Context: an optimization exercise on an open-source flow, tuned for small area, a short achievable clock period and few clock cycles. The choices shown serve that exercise and are no tape-out recipe. Function was checked by simulation only, so behaviour that the tests miss may differ from the original.

==> flow/design.v (outline; a module is shown in full before it is edited, if it fits) <==
// module dwmac_req: 142 lines
// module dwmac_lzc32: 30 lines
// module dwmac_mul_tree: 406 lines
// module dwmac_lanes: 140 lines
// module dwmac_mac: 11 lines
// module dwmac_mac_tree: 143 lines
module dwmac_lanes (
    input  wire          clk,
    input  wire          rst,
    input  wire          in_valid,
    output wire          in_ready,
    input  wire          in_last,
    input  wire [31:0]   in_src,      
    input  wire [31:0]   in_wt,       
    input  wire [127:0]  in_bias,     
    input  wire [127:0]  in_scale,    
    input  wire [7:0]    in_zp,       
    output reg           out_valid,
    input  wire          out_ready,
    output reg  [31:0]   out_data     
);
  // ...
==> flow/flow/run.sh <==
#!/bin/bash
# The standard layout (the standard.sh: standard synthesis, floorplan,
# placement, CTS, routing), with one change: the buffer that ORFS puts on
# every input and output port is a buf_2 cell instead of the cell that
# buffer_ports picks by itself (a clkdlybuf4s50_1 delay buffer, which is
# larger and slower). Every port still gets its buffer.
set -o pipefail
export BUFFER_PORTS_ARGS="-buffer_cell sky130_fd_sc_hd__buf_2"
bash standard.sh 2>&1 | tee standard.log
==> flow/standard.sh <==
#!/bin/bash
# synth_recipe.tcl (not shown) runs the flow's synth.tcl, then flattens the netlist and writes it again
# the make line also repeats each setting of config.mk as NAME=value (left out here)
make -C /OpenROAD-flow-scripts/flow DESIGN_CONFIG=/design/flow/config.mk WORK_HOME=/design/flow/orfs CLKGATE_MAP_FILE= SYNTH_SCRIPT=/design/flow/synth_recipe.tcl "${@:-finish}"
==> flow/config.mk <==
export PLATFORM = sky130hd
export DESIGN_NAME = dwmac_lanes
export DESIGN_NICKNAME = dwmac_lanes
export VERILOG_FILES = /design/flow/design.v
export SDC_FILE = /design/flow/constraint.sdc
export NUM_CORES = 4
export LEC_CHECK = 0
export ABC_AREA = 1
export CAP_MARGIN = 20
export CORE_MARGIN = 2
export CORE_UTILIZATION = 40
export SLEW_MARGIN = 20
==> flow/constraint.sdc <==
create_clock -name core_clock -period 27.0 [get_ports {clk}]
set_input_delay 5.4000 -clock core_clock [delete_from_list [all_inputs] [get_ports {clk}]]
set_output_delay 5.4000 -clock core_clock [all_outputs]
set_load 0.01 [all_outputs]
==> results by group, run 1 <==
Outcome
  • Outcome: timing/DRC/antenna clean

Critical path
  • CP max stage delay: roughly 0.8 ns
  • R2R Path End: u_req.p[45]
  • R2R depth: 19
  • Crit Path Class: register to register
  • Worst Setup End Kind: register

Synthesis
  • Post-Synthesis Cells: roughly 7600
  • Post-Syn Nets: 8811
  • Warnings, synthesis: 12

Floorplanning
  • N_taps: 2175
  • Die area: 168000 µm²
  • IO Count: ~370
  • Starting Density: 0.403

Finish
  • Clock buf/inv share: 0.0491
  • Final core utilization: 0.447
  • Buffer share of cell area: 0.0305
  • Fraction of area in multi-input gates: 0.503
  • Non-CTS buffers: ~420

Timing
  • Worst setup margin: between 20 and 25 ns
  • Slew @ Worst Pin: 1.19 ns
  • Skew final: between 0.05 and 0.06 ns
  • Fin crit share: 0.249

Detailed routing
  • DR pass1 iterations: 7
  • Routed wl met3: roughly 13000 µm
  • Met2 WL: 91800 µm

Flow run
  • Max Cap Viol: 0

Clocking
  • Clock sink total: approximately 920
  • Clock latency (worst-skew pair): around 0.75 ns

Min path
  • Hold depth: 0
Testbench counts, summed over its fixed seeds: cycles 33,211.
==> module dwmac_req, before the edit <==
module dwmac_req (
    input  wire        clk,
    input  wire        rst,
    input  wire        in_v,
    input  wire [1:0]  in_l,
    input  wire [31:0] t,
    input  wire [31:0] scale,
    input  wire [7:0]  zp,
    output wire        out_v,
    output wire [1:0]  out_l,
    output reg  [7:0]  q
);
    wire        st  = t[31];
    wire [31:0] mag = st ? (~t + 32'd1) : t;
    wire [4:0]  lz;
    dwmac_lzc32 u_lzc (.a(mag), .lz(lz));
    wire [31:0] nm  = mag << lz;
    wire        rnd = nm[7] & ((|nm[6:0]) | nm[8]);
    wire        tz     = (t == 32'd0);
    wire        ss     = scale[31];
    wire [7:0]  es     = scale[30:23];
    wire        s_max  = (es == 8'hff);
    wire        s_nan  = s_max && (scale[22:0] != 23'd0);
    wire        s_inf  = s_max && (scale[22:0] == 23'd0);
    wire        s_zero = (es == 8'h00);
    wire [26:0] bx = {2'b01, scale[22:0], 1'b0};
    wire [12:0] b_one, b_two, b_neg;
    genvar gi;
    generate
        for (gi = 0; gi < 13; gi = gi + 1) begin : be
            wire x2 = bx[2*gi+2];
            wire x1 = bx[2*gi+1];
            wire x0 = bx[2*gi];
            assign b_one[gi] = x1 ^ x0;
            assign b_two[gi] = (x2 & ~x1 & ~x0) | (~x2 & x1 & x0);
            assign b_neg[gi] = x2 & ~(x1 & x0);
        end
    endgenerate
    reg  [22:0] a1, b1;
    reg  [12:0] one1, two1, neg1;
    reg         r1;
    reg  [4:0]  lz1;
    reg  [7:0]  es1;
    reg         ps1, zero1, sat1, nan1, v1;
    reg  [1:0]  l1;
    reg  [7:0]  zp1;
    always @(posedge clk) begin
        a1    <= nm[30:8];
        r1    <= rnd;
        b1    <= scale[22:0];
        one1  <= b_one;
        two1  <= b_two;
        neg1  <= b_neg;
        lz1   <= lz;
        es1   <= es;
        ps1   <= st ^ ss;
        nan1  <= s_nan || (s_inf && tz);
        sat1  <= s_inf;
        zero1 <= tz || s_zero;
        zp1   <= zp;
        l1    <= in_l;
        v1    <= in_v && !rst;
    end
    wire [23:0] sa = {1'b1, a1};
    wire [23:0] sb = {1'b1, b1};
    wire [8:0]  e1 = {1'b0, es1} + {4'd0, ~lz1};       
    wire [8:0]  kk = 9'd134 - e1;
    wire [47:0] ps, pc;
    wire [47:0] pw = ps + pc;
    dwmac_mul_tree u_mul (
        .sa  (sa),
        .sb  (sb),
        .r   (r1),
        .one (one1),
        .two (two1),
        .neg (neg1),
        .s   (ps),
        .c   (pc)
    );
    reg  [47:22] p;
    reg         stk;                     
    reg  [3:0]  k2;
    reg         hugeA, hugeB, tinyA, tinyB;
    reg         ps2, zero2, sat2, nan2, v2;
    reg  [1:0]  l2;
    reg  [7:0]  zp2;
    always @(posedge clk) begin
        p     <= pw[47:22];
        stk   <= |pw[21:0];
        k2    <= kk[3:0];
        hugeA <= (e1 >= 9'd135);
        hugeB <= (e1 == 9'd134);
        tinyA <= (e1 < 9'd125);
        tinyB <= (e1 == 9'd125);
        ps2   <= ps1;
        nan2  <= nan1;
        sat2  <= sat1;
        zero2 <= zero1;
        zp2   <= zp1;
        l2    <= l1;
        v2    <= v1 && !rst;
    end
    wire        n     = p[47];
    wire        huge  = hugeA || (hugeB && n);
    wire        tiny  = tinyA || (tinyB && !n);
    wire        lsb24 = n ? p[24] : p[23];
    wire        rb24  = n ? p[23] : p[22];
    wire        stk24 = stk || (n && p[22]);
    wire        inc   = rb24 && (stk24 || lsb24);
    wire [56:0] wp    = {9'd0, p, 22'd0} >> k2;    
    wire [8:0]  ip    = wp[47:39];
    wire        hb    = wp[38];
    reg  [22:0] lm;                           
    integer     j;
    always @(*)
        for (j = 0; j < 23; j = j + 1)
            lm[j] = (j <= 13) || ({1'b0, k2} >= j - 13);
    wire        lnz   = (|(p[46:24] & lm)) || (!n && p[23]);
    wire        lall  = (&(p[46:24] | ~lm)) && (n || p[23]);
    wire        c     = inc && lall;
    wire        rbit  = c ? (hb || ip[0]) : (hb && (lnz || inc || ip[0]));
    wire signed [11:0] v = ps2 ? ($signed({4'd0, zp2}) - $signed({3'd0, ip}) - $signed({11'd0, rbit}))
                               : ($signed({4'd0, zp2}) + $signed({3'd0, ip}) + $signed({11'd0, rbit}));
    always @(*) begin
        if (nan2)
            q = 8'd0;
        else if (sat2)
            q = ps2 ? 8'd0 : 8'd255;
        else if (zero2 || tiny)
            q = zp2;
        else if (huge)
            q = ps2 ? 8'd0 : 8'd255;
        else if (v < 12'sd0)
            q = 8'd0;
        else if (v > 12'sd255)
            q = 8'd255;
        else
            q = v[7:0];
    end
    assign out_v = v2;
    assign out_l = l2;
endmodule
==> module dwmac_lanes, before the edit <==
module dwmac_lanes (
    input  wire          clk,
    input  wire          rst,
    input  wire          in_valid,
    output wire          in_ready,
    input  wire          in_last,
    input  wire [31:0]   in_src,      
    input  wire [31:0]   in_wt,       
    input  wire [127:0]  in_bias,     
    input  wire [127:0]  in_scale,    
    input  wire [7:0]    in_zp,       
    output reg           out_valid,
    input  wire          out_ready,
    output reg  [31:0]   out_data     
);
    localparam W = 4;
    reg         rdy;
    assign in_ready = rdy;
    reg         rst_q;
    always @(posedge clk)
        rst_q <= rst;
    wire fire = in_valid && rdy;
    reg         x_lv;        
    reg         x_wait;      
    reg         a_full;      
    reg         a_iss;       
    reg  [1:0]  lane;        
    reg         inflight;    
    wire x_px    = x_lv || x_wait;           
    wire a_last  = a_iss && lane == 2'd3;
    wire a_free  = !a_full || a_last;
    wire move    = x_px && a_free;
    wire hold    = x_px && !a_free;
    wire start   = a_full && !a_iss && !inflight && (!out_valid || out_ready);
    wire issue   = start || a_iss;
    wire a_full_n = move || (a_full && !a_last);
    wire a_iss_n  = issue && lane != 2'd3;
    wire [1:0] lane_n = issue ? lane + 2'd1 : lane;
    wire a_free_n = !a_full_n || (a_iss_n && lane_n == 2'd3);
    wire x_px_n   = (fire && in_last) || hold;
    always @(posedge clk) begin
        if (rst) begin
            rdy    <= 1'b1;
            x_lv   <= 1'b0;
            x_wait <= 1'b0;
            a_full <= 1'b0;
            a_iss  <= 1'b0;
            lane   <= 2'd0;
        end else begin
            rdy    <= !(x_px_n && !a_free_n);
            x_lv   <= fire && in_last;
            x_wait <= hold;
            a_full <= a_full_n;
            a_iss  <= a_iss_n;
            lane   <= lane_n;
        end
    end
    reg  [31:0] x_src;
    reg  [31:0] x_wt;
    reg  [7:0]  x_zp;
    reg  [7:0]  a_zp;
    always @(posedge clk) begin
        x_src <= in_src & {32{fire}};
        x_wt  <= in_wt;
        if (!hold)
            x_zp <= in_zp;
        if (move)
            a_zp <= x_zp;
    end
    reg  [31:0] acc   [0:W-1];
    reg  [31:0] x_b   [0:W-1];       
    reg  [31:0] x_sc  [0:W-1];
    reg  [31:0] a_t   [0:W-1];
    reg  [31:0] a_sc  [0:W-1];
    genvar g;
    generate
        for (g = 0; g < W; g = g + 1) begin : lane_g
            wire [31:0] sum;
            dwmac_mac u_mac (
                .acc  (acc[g]),
                .src  (x_src[8*g +: 8]),
                .wt   (x_wt[8*g +: 8]),
                .bias (x_b[g] & {32{x_lv}}),
                .sum  (sum)
            );
            always @(posedge clk) begin
                if (rst_q || x_lv)
                    acc[g] <= 32'd0;
                else
                    acc[g] <= sum;
                if (!hold) begin
                    x_b[g]  <= in_bias[32*g +: 32];
                    x_sc[g] <= in_scale[32*g +: 32];
                end else if (x_lv) begin
                    x_b[g]  <= sum;
                end
                if (move) begin
                    a_t[g]  <= x_lv ? sum : x_b[g];
                    a_sc[g] <= x_sc[g];
                end
            end
        end
    endgenerate
    wire [7:0]  q;
    wire        q_v;
    wire [1:0]  q_l;
    dwmac_req u_req (
        .clk   (clk),
        .rst   (rst),
        .in_v  (issue),
        .in_l  (lane),
        .t     (a_t[lane]),
        .scale (a_sc[lane]),
        .zp    (a_zp),
        .out_v (q_v),
        .out_l (q_l),
        .q     (q)
    );
    always @(posedge clk) begin
        if (rst) begin
            inflight  <= 1'b0;
            out_valid <= 1'b0;
        end else begin
            if (start)
                inflight <= 1'b1;
            else if (q_v && q_l == 2'd3)
                inflight <= 1'b0;
            if (q_v && q_l == 2'd3)
                out_valid <= 1'b1;
            else if (out_ready)
                out_valid <= 1'b0;
        end
    end
    integer i;
    always @(posedge clk) begin
        for (i = 0; i < W; i = i + 1)
            if (q_v && q_l == i[1:0])
                out_data[8*i +: 8] <= q;
    end
endmodule
==> inputs of run 2 (changes only) <==
--- a/flow/design.v
+++ b/flow/design.v
@@ -1,16 +1,16 @@
 module dwmac_req (
     input  wire        clk,
     input  wire        rst,
     input  wire        in_v,
     input  wire [1:0]  in_l,
     input  wire [31:0] t,
     input  wire [31:0] scale,
-    input  wire [7:0]  zp,
+    input  wire [7:0]  zp,       
     output wire        out_v,
     output wire [1:0]  out_l,
     output reg  [7:0]  q
 );
     wire        st  = t[31];
     wire [31:0] mag = st ? (~t + 32'd1) : t;
     wire [4:0]  lz;
     dwmac_lzc32 u_lzc (.a(mag), .lz(lz));
@@ -31,77 +31,70 @@
             wire x2 = bx[2*gi+2];
             wire x1 = bx[2*gi+1];
             wire x0 = bx[2*gi];
             assign b_one[gi] = x1 ^ x0;
             assign b_two[gi] = (x2 & ~x1 & ~x0) | (~x2 & x1 & x0);
             assign b_neg[gi] = x2 & ~(x1 & x0);
         end
     endgenerate
-    reg  [22:0] a1, b1;
+    reg  [22:0] a1;
+    reg  [23:0] rs1;                     
     reg  [12:0] one1, two1, neg1;
-    reg         r1;
     reg  [4:0]  lz1;
     reg  [7:0]  es1;
     reg         ps1, zero1, sat1, nan1, v1;
     reg  [1:0]  l1;
-    reg  [7:0]  zp1;
     always @(posedge clk) begin
         a1    <= nm[30:8];
-        r1    <= rnd;
-        b1    <= scale[22:0];
+        rs1   <= {1'b1, scale[22:0]} & {24{rnd}};
         one1  <= b_one;
         two1  <= b_two;
         neg1  <= b_neg;
         lz1   <= lz;
         es1   <= es;
         ps1   <= st ^ ss;
         nan1  <= s_nan || (s_inf && tz);
         sat1  <= s_inf;
         zero1 <= tz || s_zero;
-        zp1   <= zp;
         l1    <= in_l;
         v1    <= in_v && !rst;
     end
     wire [23:0] sa = {1'b1, a1};
-    wire [23:0] sb = {1'b1, b1};
     wire [8:0]  e1 = {1'b0, es1} + {4'd0, ~lz1};       
     wire [8:0]  kk = 9'd134 - e1;
     wire [47:0] ps, pc;
     wire [47:0] pw = ps + pc;
     dwmac_mul_tree u_mul (
         .sa  (sa),
-        .sb  (sb),
-        .r   (r1),
+        .rs  (rs1),
         .one (one1),
         .two (two1),
         .neg (neg1),
         .s   (ps),
         .c   (pc)
     );
     reg  [47:22] p;
     reg         stk;                     
     reg  [3:0]  k2;
     reg         hugeA, hugeB, tinyA, tinyB;
     reg         ps2, zero2, sat2, nan2, v2;
     reg  [1:0]  l2;
-    reg  [7:0]  zp2;
     always @(posedge clk) begin
         p     <= pw[47:22];
         stk   <= |pw[21:0];
         k2    <= kk[3:0];
         hugeA <= (e1 >= 9'd135);
         hugeB <= (e1 == 9'd134);
         tinyA <= (e1 < 9'd125);
         tinyB <= (e1 == 9'd125);
         ps2   <= ps1;
         nan2  <= nan1;
         sat2  <= sat1;
         zero2 <= zero1;
-        zp2   <= zp1;
         l2    <= l1;
         v2    <= v1 && !rst;
     end
     wire        n     = p[47];
     wire        huge  = hugeA || (hugeB && n);
     wire        tiny  = tinyA || (tinyB && !n);
     wire        lsb24 = n ? p[24] : p[23];
     wire        rb24  = n ? p[23] : p[22];
@@ -114,25 +107,25 @@
     integer     j;
     always @(*)
         for (j = 0; j < 23; j = j + 1)
             lm[j] = (j <= 13) || ({1'b0, k2} >= j - 13);
     wire        lnz   = (|(p[46:24] & lm)) || (!n && p[23]);
     wire        lall  = (&(p[46:24] | ~lm)) && (n || p[23]);
     wire        c     = inc && lall;
     wire        rbit  = c ? (hb || ip[0]) : (hb && (lnz || inc || ip[0]));
-    wire signed [11:0] v = ps2 ? ($signed({4'd0, zp2}) - $signed({3'd0, ip}) - $signed({11'd0, rbit}))
-                               : ($signed({4'd0, zp2}) + $signed({3'd0, ip}) + $signed({11'd0, rbit}));
+    wire signed [11:0] v = ps2 ? ($signed({4'd0, zp}) - $signed({3'd0, ip}) - $signed({11'd0, rbit}))
+                               : ($signed({4'd0, zp}) + $signed({3'd0, ip}) + $signed({11'd0, rbit}));
     always @(*) begin
         if (nan2)
             q = 8'd0;
         else if (sat2)
             q = ps2 ? 8'd0 : 8'd255;
         else if (zero2 || tiny)
-            q = zp2;
+            q = zp;
         else if (huge)
             q = ps2 ? 8'd0 : 8'd255;
         else if (v < 12'sd0)
             q = 8'd0;
         else if (v > 12'sd255)
             q = 8'd255;
         else
             q = v[7:0];
@@ -167,18 +160,17 @@
             assign c = zh ? {1'b1, l2[2*i].c} : {1'b0, l2[2*i+1].c};
         end
     endgenerate
     wire zh4 = &z0[15:8];
     assign lz = zh4 ? {1'b1, l3[0].c} : {1'b0, l3[1].c};
 endmodule
 module dwmac_mul_tree (
     input  wire [23:0] sa,
-    input  wire [23:0] sb,
-    input  wire        r,
+    input  wire [23:0] rs,
     input  wire [12:0] one,
     input  wire [12:0] two,
     input  wire [12:0] neg,
     output wire [47:0] s,
     output wire [47:0] c
 );
     wire [24:0] m0 = ({1'b0, sa} & {25{one[0]}}) | ({sa, 1'b0} & {25{two[0]}});
     wire [24:0] b0 = m0 ^ {25{neg[0]}};
@@ -202,50 +194,50 @@
     wire [24:0] b9 = m9 ^ {25{neg[9]}};
     wire [24:0] m10 = ({1'b0, sa} & {25{one[10]}}) | ({sa, 1'b0} & {25{two[10]}});
     wire [24:0] b10 = m10 ^ {25{neg[10]}};
     wire [24:0] m11 = ({1'b0, sa} & {25{one[11]}}) | ({sa, 1'b0} & {25{two[11]}});
     wire [24:0] b11 = m11 ^ {25{neg[11]}};
     wire [24:0] m12 = ({1'b0, sa} & {25{one[12]}}) | ({sa, 1'b0} & {25{two[12]}});
     wire [24:0] b12 = m12 ^ {25{neg[12]}};
     wire t1, t2, t3, t4, t5, t6, t7, t8, t9, t10, t11, t12, t13, t14, t15, t16, t17, t18, t19, t20, t21, t22, t23, t24, t25, t26, t27, t28, t29, t30, t31, t32, t33, t34, t35, t36, t37, t38, t39, t40, t41, t42, t43, t44, t45, t46, t47, t48, t49, t50, t51, t52, t53, t54, t55, t56, t57, t58, t59, t60, t61, t62, t63, t64, t65, t66, t67, t68, t69, t70, t71, t72, t73, t74, t75, t76, t77, t78, t79, t80, t81, t82, t83, t84, t85, t86, t87, t88, t89, t90, t91, t92, t93, t94, t95, t96, t97, t98, t99, t100, t101, t102, t103, t104, t105, t106, t107, t108, t109, t110, t111, t112, t113, t114, t115, t116, t117, t118, t119, t120, t121, t122, t123, t124, t125, t126, t127, t128, t129, t130, t131, t132, t133, t134, t135, t136, t137, t138, t139, t140, t141, t142, t143, t144, t145, t146, t147, t148, t149, t150, t151, t152, t153, t154, t155, t156, t157, t158, t159, t160, t161, t162, t163, t164, t165, t166, t167, t168, t169, t170, t171, t172, t173, t174, t175, t176, t177, t178, t179, t180, t181, t182, t183, t184, t185, t186, t187, t188, t189, t190, t191, t192, t193, t194, t195, t196, t197, t198, t199, t200, t201, t202, t203, t204, t205, t206, t207, t208, t209, t210, t211, t212, t213, t214, t215, t216, t217, t218, t219, t220, t221, t222, t223, t224, t225, t226, t227, t228, t229, t230, t231, t232, t233, t234, t235, t236, t237, t238, t239, t240, t241, t242, t243, t244, t245, t246, t247, t248, t249, t250, t251, t252, t253, t254, t255, t256, t257, t258, t259, t260, t261, t262, t263, t264, t265, t266, t267, t268, t269, t270, t271, t272, t273, t274, t275, t276, t277, t278, t279, t280, t281, t282, t283, t284, t285, t286, t287, t288, t289, t290, t291, t292, t293, t294, t295, t296, t297, t298, t299, t300, t301, t302, t303, t304, t305, t306, t307, t308, t309, t310, t311, t312, t313, t314, t315, t316, t317, t318, t319, t320, t321, t322, t323, t324, t325, t326, t327, t328, t329, t330, t331, t332, t333, t334, t335, t336, t337, t338, t339, t340, t341, t342, t343, t344, t345, t346, t347, t348, t349, t350, t351, t352, t353, t354, t355, t356, t357, t358, t359, t360, t361, t362, t363, t364, t365, t366, t367, t368, t369, t370, t371, t372, t373, t374, t375, t376, t377, t378, t379, t380, t381, t382, t383, t384, t385, t386, t387, t388, t389, t390, t391, t392, t393, t394, t395, t396, t397, t398, t399, t400, t401, t402, t403, t404, t405, t406, t407, t408, t409, t410, t411, t412, t413, t414, t415, t416, t417, t418, t419, t420, t421, t422, t423, t424, t425, t426, t427, t428, t429, t430, t431, t432, t433, t434, t435, t436, t437, t438, t439, t440, t441, t442, t443, t444, t445, t446, t447, t448, t449, t450, t451, t452, t453, t454, t455, t456, t457, t458, t459, t460, t461, t462, t463, t464, t465, t466, t467, t468, t469, t470, t471, t472, t473, t474, t475, t476, t477, t478, t479, t480, t481, t482, t483, t484, t485, t486, t487, t488, t489, t490, t491, t492, t493, t494, t495, t496, t497, t498, t499, t500, t501, t502, t503, t504, t505, t506, t507, t508, t509, t510, t511, t512, t513, t514, t515, t516, t517, t518, t519, t520, t521, t522, t523, t524, t525, t526, t527, t528, t529, t530, t531, t532, t533, t534, t535, t536, t537, t538, t539, t540, t541, t542, t543, t544, t545, t546, t547, t548, t549, t550, t551, t552, t553, t554, t555, t556, t557, t558, t559, t560, t561, t562, t563, t564, t565, t566, t567, t568, t569, t570, t571, t572, t573, t574, t575, t576, t577, t578, t579, t580, t581, t582, t583, t584, t585, t586, t587, t588, t589, t590, t591, t592, t593, t594, t595, t596, t597, t598, t599, t600, t601, t602, t603, t604, t605, t606, t607, t608, t609, t610, t611, t612, t613, t614, t615, t616, t617, t618, t619, t620, t621, t622, t623, t624, t625, t626, t627, t628, t629, t630, t631, t632, t633, t634, t635, t636, t637, t638, t639, t640, t641, t642, t643, t644, t645, t646;
-    assign t1 = neg[11] ^ (sb[22] & r);
-    assign t2 = neg[11] & (sb[22] & r);
-    assign t3 = (sb[23] & r) ^ b0[23];
-    assign t4 = (sb[23] & r) & b0[23];
+    assign t1 = neg[11] ^ rs[22];
+    assign t2 = neg[11] & rs[22];
+    assign t3 = rs[23] ^ b0[23];
+    assign t4 = rs[23] & b0[23];
     assign t5 = b0[24] ^ b1[22];
     assign t6 = b0[24] & b1[22];
     assign t7 = ~(~neg[0] ^ b1[23]);
     assign t8 = ~neg[0] | b1[23];
     assign t9 = ~b1[24];
     assign t10 = b1[24];
-    assign t11 = neg[7] ^ (sb[14] & r);
-    assign t12 = neg[7] & (sb[14] & r);
-    assign t13 = (sb[15] & r) ^ b0[15];
-    assign t14 = (sb[15] & r) & b0[15];
-    assign {t16, t15} = {1'b0, neg[8]} + {1'b0, (sb[16] & r)} + {1'b0, b0[16]};
+    assign t11 = neg[7] ^ rs[14];
+    assign t12 = neg[7] & rs[14];
+    assign t13 = rs[15] ^ b0[15];
+    assign t14 = rs[15] & b0[15];
+    assign {t16, t15} = {1'b0, neg[8]} + {1'b0, rs[16]} + {1'b0, b0[16]};
     assign t17 = b1[14] ^ b2[12];
     assign t18 = b1[14] & b2[12];
-    assign {t20, t19} = {1'b0, (sb[17] & r)} + {1'b0, b0[17]} + {1'b0, b1[15]};
+    assign {t20, t19} = {1'b0, rs[17]} + {1'b0, b0[17]} + {1'b0, b1[15]};
     assign t21 = b2[13] ^ b3[11];
     assign t22 = b2[13] & b3[11];
-    assign {t24, t23} = {1'b0, neg[9]} + {1'b0, (sb[18] & r)} + {1'b0, b0[18]};
+    assign {t24, t23} = {1'b0, neg[9]} + {1'b0, rs[18]} + {1'b0, b0[18]};
     assign {t26, t25} = {1'b0, b1[16]} + {1'b0, b2[14]} + {1'b0, b3[12]};
     assign t27 = b4[10] ^ b5[8];
     assign t28 = b4[10] & b5[8];
-    assign {t30, t29} = {1'b0, (sb[19] & r)} + {1'b0, b0[19]} + {1'b0, b1[17]};
+    assign {t30, t29} = {1'b0, rs[19]} + {1'b0, b0[19]} + {1'b0, b1[17]};
     assign {t32, t31} = {1'b0, b2[15]} + {1'b0, b3[13]} + {1'b0, b4[11]};
     assign t33 = b5[9] ^ b6[7];
     assign t34 = b5[9] & b6[7];
-    assign {t36, t35} = {1'b0, neg[10]} + {1'b0, (sb[20] & r)} + {1'b0, b0[20]};
+    assign {t36, t35} = {1'b0, neg[10]} + {1'b0, rs[20]} + {1'b0, b0[20]};
     assign {t38, t37} = {1'b0, b1[18]} + {1'b0, b2[16]} + {1'b0, b3[14]};
     assign {t40, t39} = {1'b0, b4[12]} + {1'b0, b5[10]} + {1'b0, b6[8]};
     assign t41 = b7[6] ^ b8[4];
     assign t42 = b7[6] & b8[4];
-    assign {t44, t43} = {1'b0, (sb[21] & r)} + {1'b0, b0[21]} + {1'b0, b1[19]};
+    assign {t44, t43} = {1'b0, rs[21]} + {1'b0, b0[21]} + {1'b0, b1[19]};
     assign {t46, t45} = {1'b0, b2[17]} + {1'b0, b3[15]} + {1'b0, b4[13]};
     assign {t48, t47} = {1'b0, b5[11]} + {1'b0, b6[9]} + {1'b0, b7[7]};
     assign t49 = b8[5] ^ b9[3];
     assign t50 = b8[5] & b9[3];
     assign {t52, t51} = {1'b0, t1} + {1'b0, b0[22]} + {1'b0, b1[20]};
     assign {t54, t53} = {1'b0, b2[18]} + {1'b0, b3[16]} + {1'b0, b4[14]};
     assign {t56, t55} = {1'b0, b5[12]} + {1'b0, b6[10]} + {1'b0, b7[8]};
     assign {t58, t57} = {1'b0, b8[6]} + {1'b0, b9[4]} + {1'b0, b10[2]};
@@ -287,31 +279,31 @@
     assign {t122, t121} = {1'b0, b6[19]} + {1'b0, b7[17]} + {1'b0, b8[15]};
     assign t123 = ~(b4[24] ^ b5[22]);
     assign t124 = b4[24] | b5[22];
     assign t125 = b6[20] ^ b7[18];
     assign t126 = b6[20] & b7[18];
     assign {t128, t127} = {1'b0, ~neg[4]} + {1'b0, b5[23]} + {1'b0, b6[21]};
     assign t129 = ~b5[24];
     assign t130 = b5[24];
-    assign t131 = neg[4] ^ (sb[8] & r);
-    assign t132 = neg[4] & (sb[8] & r);
-    assign t133 = (sb[9] & r) ^ b0[9];
-    assign t134 = (sb[9] & r) & b0[9];
-    assign {t136, t135} = {1'b0, neg[5]} + {1'b0, (sb[10] & r)} + {1'b0, b0[10]};
+    assign t131 = neg[4] ^ rs[8];
+    assign t132 = neg[4] & rs[8];
+    assign t133 = rs[9] ^ b0[9];
+    assign t134 = rs[9] & b0[9];
+    assign {t136, t135} = {1'b0, neg[5]} + {1'b0, rs[10]} + {1'b0, b0[10]};
     assign t137 = b1[8] ^ b2[6];
     assign t138 = b1[8] & b2[6];
-    assign {t140, t139} = {1'b0, (sb[11] & r)} + {1'b0, b0[11]} + {1'b0, b1[9]};
+    assign {t140, t139} = {1'b0, rs[11]} + {1'b0, b0[11]} + {1'b0, b1[9]};
     assign t141 = b2[7] ^ b3[5];
     assign t142 = b2[7] & b3[5];
-    assign {t144, t143} = {1'b0, neg[6]} + {1'b0, (sb[12] & r)} + {1'b0, b0[12]};
+    assign {t144, t143} = {1'b0, neg[6]} + {1'b0, rs[12]} + {1'b0, b0[12]};
     assign {t146, t145} = {1'b0, b1[10]} + {1'b0, b2[8]} + {1'b0, b3[6]};
     assign t147 = b4[4] ^ b5[2];
     assign t148 = b4[4] & b5[2];
-    assign {t150, t149} = {1'b0, (sb[13] & r)} + {1'b0, b0[13]} + {1'b0, b1[11]};
+    assign {t150, t149} = {1'b0, rs[13]} + {1'b0, b0[13]} + {1'b0, b1[11]};
     assign {t152, t151} = {1'b0, b2[9]} + {1'b0, b3[7]} + {1'b0, b4[5]};
     assign t153 = b5[3] ^ b6[1];
     assign t154 = b5[3] & b6[1];
     assign {t156, t155} = {1'b0, t11} + {1'b0, b0[14]} + {1'b0, b1[12]};
     assign {t158, t157} = {1'b0, b2[10]} + {1'b0, b3[8]} + {1'b0, b4[6]};
     assign {t160, t159} = {1'b0, b5[4]} + {1'b0, b6[2]} + {1'b0, b7[0]};
     assign {t162, t161} = {1'b0, t12} + {1'b0, b1[13]} + {1'b0, b2[11]};
     assign {t164, t163} = {1'b0, b3[9]} + {1'b0, b4[7]} + {1'b0, b5[5]};
@@ -385,24 +377,24 @@
     assign {t296, t295} = {1'b0, b9[19]} + {1'b0, b10[17]} + {1'b0, b11[15]};
     assign t297 = ~(b7[24] ^ b8[22]);
     assign t298 = b7[24] | b8[22];
     assign t299 = b9[20] ^ b10[18];
     assign t300 = b9[20] & b10[18];
     assign {t302, t301} = {1'b0, ~neg[7]} + {1'b0, b8[23]} + {1'b0, b9[21]};
     assign t303 = ~b8[24];
     assign t304 = b8[24];
-    assign t305 = neg[2] ^ (sb[4] & r);
-    assign t306 = neg[2] & (sb[4] & r);
-    assign t307 = (sb[5] & r) ^ b0[5];
-    assign t308 = (sb[5] & r) & b0[5];
-    assign {t310, t309} = {1'b0, neg[3]} + {1'b0, (sb[6] & r)} + {1'b0, b0[6]};
+    assign t305 = neg[2] ^ rs[4];
+    assign t306 = neg[2] & rs[4];
+    assign t307 = rs[5] ^ b0[5];
+    assign t308 = rs[5] & b0[5];
+    assign {t310, t309} = {1'b0, neg[3]} + {1'b0, rs[6]} + {1'b0, b0[6]};
     assign t311 = b1[4] ^ b2[2];
     assign t312 = b1[4] & b2[2];
-    assign {t314, t313} = {1'b0, (sb[7] & r)} + {1'b0, b0[7]} + {1'b0, b1[5]};
+    assign {t314, t313} = {1'b0, rs[7]} + {1'b0, b0[7]} + {1'b0, b1[5]};
     assign t315 = b2[3] ^ b3[1];
     assign t316 = b2[3] & b3[1];
     assign {t318, t317} = {1'b0, t131} + {1'b0, b0[8]} + {1'b0, b1[6]};
     assign {t320, t319} = {1'b0, b2[4]} + {1'b0, b3[2]} + {1'b0, b4[0]};
     assign {t322, t321} = {1'b0, t132} + {1'b0, b1[7]} + {1'b0, b2[5]};
     assign {t324, t323} = {1'b0, b3[3]} + {1'b0, b4[1]} + {1'b0, t133};
     assign {t326, t325} = {1'b0, b3[4]} + {1'b0, b4[2]} + {1'b0, b5[0]};
     assign {t328, t327} = {1'b0, t134} + {1'b0, t137} + {1'b0, t135};
@@ -470,20 +462,20 @@
     assign {t452, t451} = {1'b0, b11[19]} + {1'b0, b12[17]} + {1'b0, t304};
     assign t453 = ~(b9[24] ^ b10[22]);
     assign t454 = b9[24] | b10[22];
     assign t455 = b11[20] ^ b12[18];
     assign t456 = b11[20] & b12[18];
     assign {t458, t457} = {1'b0, ~neg[9]} + {1'b0, b10[23]} + {1'b0, b11[21]};
     assign t459 = ~b10[24];
     assign t460 = b10[24];
-    assign t461 = neg[1] ^ (sb[2] & r);
-    assign t462 = neg[1] & (sb[2] & r);
-    assign t463 = (sb[3] & r) ^ b0[3];
-    assign t464 = (sb[3] & r) & b0[3];
+    assign t461 = neg[1] ^ rs[2];
+    assign t462 = neg[1] & rs[2];
+    assign t463 = rs[3] ^ b0[3];
+    assign t464 = rs[3] & b0[3];
     assign {t466, t465} = {1'b0, t305} + {1'b0, b0[4]} + {1'b0, b1[2]};
     assign {t468, t467} = {1'b0, t306} + {1'b0, b1[3]} + {1'b0, b2[1]};
     assign {t470, t469} = {1'b0, b3[0]} + {1'b0, t308} + {1'b0, t311};
     assign {t472, t471} = {1'b0, t312} + {1'b0, t315} + {1'b0, t310};
     assign {t474, t473} = {1'b0, t316} + {1'b0, t314} + {1'b0, t317};
     assign {t476, t475} = {1'b0, t318} + {1'b0, t320} + {1'b0, t321};
     assign {t478, t477} = {1'b0, t322} + {1'b0, t325} + {1'b0, t324};
     assign {t480, t479} = {1'b0, t326} + {1'b0, t329} + {1'b0, t328};
@@ -518,20 +510,20 @@
     assign {t538, t537} = {1'b0, t442} + {1'b0, t445} + {1'b0, t444};
     assign {t540, t539} = {1'b0, t446} + {1'b0, t449} + {1'b0, t451};
     assign {t542, t541} = {1'b0, t455} + {1'b0, t450} + {1'b0, t453};
     assign {t544, t543} = {1'b0, b12[19]} + {1'b0, t456} + {1'b0, t454};
     assign {t546, t545} = {1'b0, b11[22]} + {1'b0, b12[20]} + {1'b0, t459};
     assign {t548, t547} = {1'b0, ~neg[10]} + {1'b0, b11[23]} + {1'b0, b12[21]};
     assign t549 = ~b11[24];
     assign t550 = b11[24];
-    assign t551 = neg[0] ^ (sb[0] & r);
-    assign t552 = neg[0] & (sb[0] & r);
-    assign t553 = (sb[1] & r) ^ b0[1];
-    assign t554 = (sb[1] & r) & b0[1];
+    assign t551 = neg[0] ^ rs[0];
+    assign t552 = neg[0] & rs[0];
+    assign t553 = rs[1] ^ b0[1];
+    assign t554 = rs[1] & b0[1];
     assign {t556, t555} = {1'b0, t461} + {1'b0, b0[2]} + {1'b0, b1[0]};
     assign {t558, t557} = {1'b0, t462} + {1'b0, b1[1]} + {1'b0, t463};
     assign {t560, t559} = {1'b0, b2[0]} + {1'b0, t464} + {1'b0, t465};
     assign {t562, t561} = {1'b0, t307} + {1'b0, t466} + {1'b0, t467};
     assign {t564, t563} = {1'b0, t468} + {1'b0, t309} + {1'b0, t469};
     assign {t566, t565} = {1'b0, t313} + {1'b0, t470} + {1'b0, t471};
     assign {t568, t567} = {1'b0, t319} + {1'b0, t472} + {1'b0, t473};
     assign {t570, t569} = {1'b0, t323} + {1'b0, t474} + {1'b0, t475};
@@ -632,23 +624,26 @@
             a_iss  <= a_iss_n;
             lane   <= lane_n;
         end
     end
     reg  [31:0] x_src;
     reg  [31:0] x_wt;
     reg  [7:0]  x_zp;
     reg  [7:0]  a_zp;
+    reg  [7:0]  q_zp;        
     always @(posedge clk) begin
         x_src <= in_src & {32{fire}};
         x_wt  <= in_wt;
         if (!hold)
             x_zp <= in_zp;
         if (move)
             a_zp <= x_zp;
+        if (start)
+            q_zp <= a_zp;
     end
     reg  [31:0] acc   [0:W-1];
     reg  [31:0] x_b   [0:W-1];       
     reg  [31:0] x_sc  [0:W-1];
     reg  [31:0] a_t   [0:W-1];
     reg  [31:0] a_sc  [0:W-1];
     genvar g;
     generate
@@ -684,17 +679,17 @@
     wire [1:0]  q_l;
     dwmac_req u_req (
         .clk   (clk),
         .rst   (rst),
         .in_v  (issue),
         .in_l  (lane),
         .t     (a_t[lane]),
         .scale (a_sc[lane]),
-        .zp    (a_zp),
+        .zp    (q_zp),
         .out_v (q_v),
         .out_l (q_l),
         .q     (q)
     );
     always @(posedge clk) begin
         if (rst) begin
             inflight  <= 1'b0;
             out_valid <= 1'b0;
==> run 2 against run 1 <==
Via count decreased by 0.23%. Setup slack got worse by 0.45 ns. Core utilization increased by 0.14 points. Largest cell class unchanged.
==> results by group, run 2 <==
Timing
  • RSZ-0062 raised after global routing: false (unchanged)
  • Max_slew headroom: 0.290 (was 0.203)
  • Max Fclk: 0.139 GHz (was 0.149 GHz)
  • Final setup vio count: 0 (unchanged)
  • TNS Setup: 0 ns (unchanged)
  • Worst Hold Slack: 0.326 ns (was 0.298 ns)
  • Post-layout min period: 7.17 ns (was 6.72 ns)
  • Slew @ Worst Pin: 1.07 ns (was 1.19 ns)
  • Fin crit share: 0.266 (was 0.249)
  • Hold Vio Cnt, Final: 0 (unchanged)
  • Slew Viols, Final: 0 (unchanged)
  • Skew final: 0.0769 ns (was 0.0591 ns)

Clocking
  • TritonCTS Buffers: 102 (was 100)
  • Setup Fix Bufs, Post-CTS: 0 (unchanged)
  • Clk buf depth: 3 (unchanged)
  • Clock sink total: 915 (was 921)
  • H-tree depth: 3 (unchanged)
  • Clock latency (worst-skew pair): 0.75 ns (about the same)
  • Root buf cell: clkbuf_16 (unchanged)
  • Worst-path clk slew: 0.06 ns (was 0.07 ns)
  • Post-cts resize count: 0 (unchanged)
  • CTS tree: done (unchanged)
  • Hold buffers post-CTS: 0 (unchanged)

Global routing
  • Largest net degree at the start of global routing: 130 (was 102)
  • Initial antenna violation count: 27 (was 13)
  • Remaining Overflow, GRT: 0 (unchanged)
  • Grt met2 use: 0.385 (was 0.383)
  • Met1 Use GR: 0.308 (was 0.307)
  • Gr busiest metal: met2 (unchanged)
  • Vias in the first global route: 51200 (was 51500)
  • GRT Total Usage: 0.230 (was 0.233)
  • Global-route wire length before repair: 299000 µm (was 302000 µm)
  • GR Util met3: 0.0301 (was 0.0394)

Floorplanning
  • Die H: 410 µm (about the same)
  • Core area: 163000 µm² (unchanged)
  • IO Count: 367 (unchanged)
  • Die X: 410 µm (about the same)
  • Row cnt: 148 (unchanged)
  • Starting Density: 0.404 (was 0.403)
  • Die area: 168000 µm² (about the same)

Detailed routing
  • First DRT Iteration DRCs: 3525 (was 4095)
  • Vias per cell: 5.07 (was 5.09)
  • Vias: 50900 (was 51000)
  • Final wirelength: 194000 µm (was 197000 µm)
  • DR pass1 iterations: 6 (was 7)
  • Drt drc: 0 (unchanged)
  • Routed Antenna Nets: 0 (unchanged)
  • WL/cell: 19.3 µm (was 19.6 µm)

Synthesis
  • Top cells by count, synth: 1725 x nand2_1, 1288 x inv_1, 599 x fa_1 (was 1760 x nand2_1, 1282 x inv_1, 599 x fa_1)
  • Compound-gate portion of the synthesized area: 0.0970 (was 0.0963)
  • Largest family of logic cells by synthesized area: adder cells (unchanged)
  • Post-Syn Nets: 8815 (was 8811)
  • Count leader, synth: nand2_1 (unchanged)
  • Predominant post-synthesis flop cell: dfxtp_1 (unchanged)
  • Post-Synthesis Cells: 7592 (was 7588)
  • Post-synthesis sequential area ratio: 0.345 (was 0.346)
  • Distinct cells, synth: 64 (unchanged)
  • Mux cell area share after synthesis: 0.00137 (was 0.000609)
  • Post-synth ARST share: 0 (unchanged)
  • Post-synthesis xor/xnor area fraction: 0.0658 (was 0.0670)
  • Avg Synthesized Cell Area: 8.68 µm² (was 8.67 µm²)
  • Post-Syn Area: 65900 µm² (was 65800 µm²)
  • Post-synthesis simple-gate area fraction: 0.156 (was 0.155)
  • Post-synthesis adder-cell area fraction: 0.237 (was 0.238)
  • Flops & latches, synth: 915 (was 921)
  • Area contributors post-synth: edfxtp_1 20%, fa_1 18%, dfxtp_1 14% (was edfxtp_1 20%, fa_1 18%, dfxtp_1 15%)
  • Yosys top cell area share: 0.200 (was 0.197)
  • Warnings, synthesis: 12 (unchanged)
  • Cell taking the most area after synthesis: edfxtp_1 (unchanged)
  • Number of synthesized flops with an enable pin: 440 (was 432)

Critical path
  • CP arrival: 7.74 ns (was 7.36 ns)
  • Required @ worst endpoint: 27.58 ns (was 27.64 ns)
  • Worst Setup End Kind: register (unchanged)
  • Crit Path Class: register to register (unchanged)
  • CP Launch Type: register (unchanged)
  • Highest net fanout along the worst path: 16 (was 13)

Finish
  • Layout cells sized above 1: 0.0937 (was 0.0885)
  • Most common cell after layout, fill and taps aside: nand2_1 (unchanged)
  • Fillers: 15900 (was 16000)
  • Most frequent cells in the layout: 1724 x nand2_1, 1286 x inv_1, 599 x fa_1 (was 1759 x nand2_1, 1281 x inv_1, 599 x fa_1)
  • Area grow syn2layout: 11.0% (was 10.8%)
  • Final layout net count: 9001 (was 8977)

Flow run
  • Max Cap Viol: 0 (unchanged)

Place
  • Final estimated routing congestion in global placement: 0.943 (was 0.947)
  • Post-DP HPWL: 148000 µm (was 150000 µm)
  • IO buf count: 366 (unchanged)

Outcome
  • Outcome: timing/DRC/antenna clean (unchanged)

Min path
  • Tightest Hold Check Type: register to register (unchanged)
## run 2: cell types whose count changed after synthesis, sizes merged, moves of 14 or more
cell   change
a21oi     -20
dfxtp     -14
o21ai     +17
nor3      +16
nand2     -34
xnor2     -15
nor2      +20
## run 2: cells by family after synthesis
| group | count (synthesis) |
|---|---|
| flops | 915 |
| xor+xnor | 494 |
| buf+inv | 1663 |
| simple gates | 2550 |
| fa+ha+maj | 890 |
| mux | 9 |
| compound gates | 1071 |
## run 2: area by class of cell
| cell class | instances | area, µm² | share of cell area |
|---|---|---|---|
| Sequential cell | 915 | 22700 | 0.311 |
| Clock inverter | 70 | 887 | 0.0121 |
| Timing Repair Buffer | 430 | 2330 | 0.0318 |
| Clock buffer | 124 | 2720 | 0.0372 |
| Tap cell | 2175 | 2720 | 0.0372 |
| Multi-Input combinational cell | 5014 | 36800 | 0.503 |
| Inverter | 1315 | 4950 | 0.0677 |
| Antenna cell | 6 | 15.0 | 0.000205 |
## run 2: critical path, stage by stage, from the launching register on
cell and delay [ns]:
dfxtp_1 0.87, inv_1 0.59, xor2_1 0.36, fa_1 0.49, fa_1 0.52, fa_1 0.43
fa_1 0.50, fa_1 0.52, inv_1 0.04, ha_1 0.35, nand2_1 0.15, nor2_1 0.08
a211oi_1 0.26, o21ai_0 0.13, a21oi_1 0.32, inv_1 0.08, a21oi_1 0.53, inv_1 0.09
a21oi_1 0.34, o311ai_0 0.19, xor2_1 0.18
## run 2: metal layers
layer	part of all wire	up-vias
met2	0.48	1621
li1	-	24300
met4	0.030	0
met3	0.060	289
met1	0.44	24700
met5	0	-
## run 2: metrics by stage
step / instances / utilization / setup slack, ns / cell area (µm²)
2_1_floorplan: 7592 / - / 13.81 / 65900
3_3_place_gp: 9849 / 0.426 / 19.92 / 69500
3_5_place_dp: 9849 / 0.426 / 19.89 / 69500
4_1_cts: 10000 / 0.448 / 19.86 / 73100
5_1_grt: 10000 / 0.448 / 19.34 / 73100
6_report: 10000 / 0.448 / 19.83 / 73100
## run 2: worst paths after layout
check	to	slack [ns]	cells after the start	from
max	u_req.p[47]	19.83	20	u_req.neg1[0]
min	u_req.ps2	0.33	0	u_req.ps1
max reg2reg	u_req.p[47]	19.83	20	u_req.neg1[0]
min reg2reg	u_req.ps2	0.33	0	u_req.ps1
Testbench counts of run 2, summed over its fixed seeds: cycles 33,211.

## re-timing with driven ports
The results above use ideal ports. As a check the final layouts listed here were re-extracted and re-timed, cells and wires unchanged. Step 1 sets driving cells, clkbuf_16 on the clock port and buf_2 on the other inputs (assumed; they add their load-dependent delay and slew). Step 2, shift: input delay + t, output delay - t, t = (earliest + latest rising clock arrival at the registers) / 2. This alone moves slack from input paths to output paths. Slacks: no drivers / after step 1 / after step 2; pairs: no drivers / after step 1.
run | t, ns | setup slack, ns | worst slew at a driven data input, ns
run 1 | 0.802 | 20.281 / 20.230 / 20.039 | 0.11
run 2 | 0.797 | 19.831 / 19.831 / 19.831 | 0.13
After both steps setup and hold are still met in every run listed. The setup slack of run 1, which loses most, moves by -0.051 ns with the drivers and by -0.242 ns with both steps.
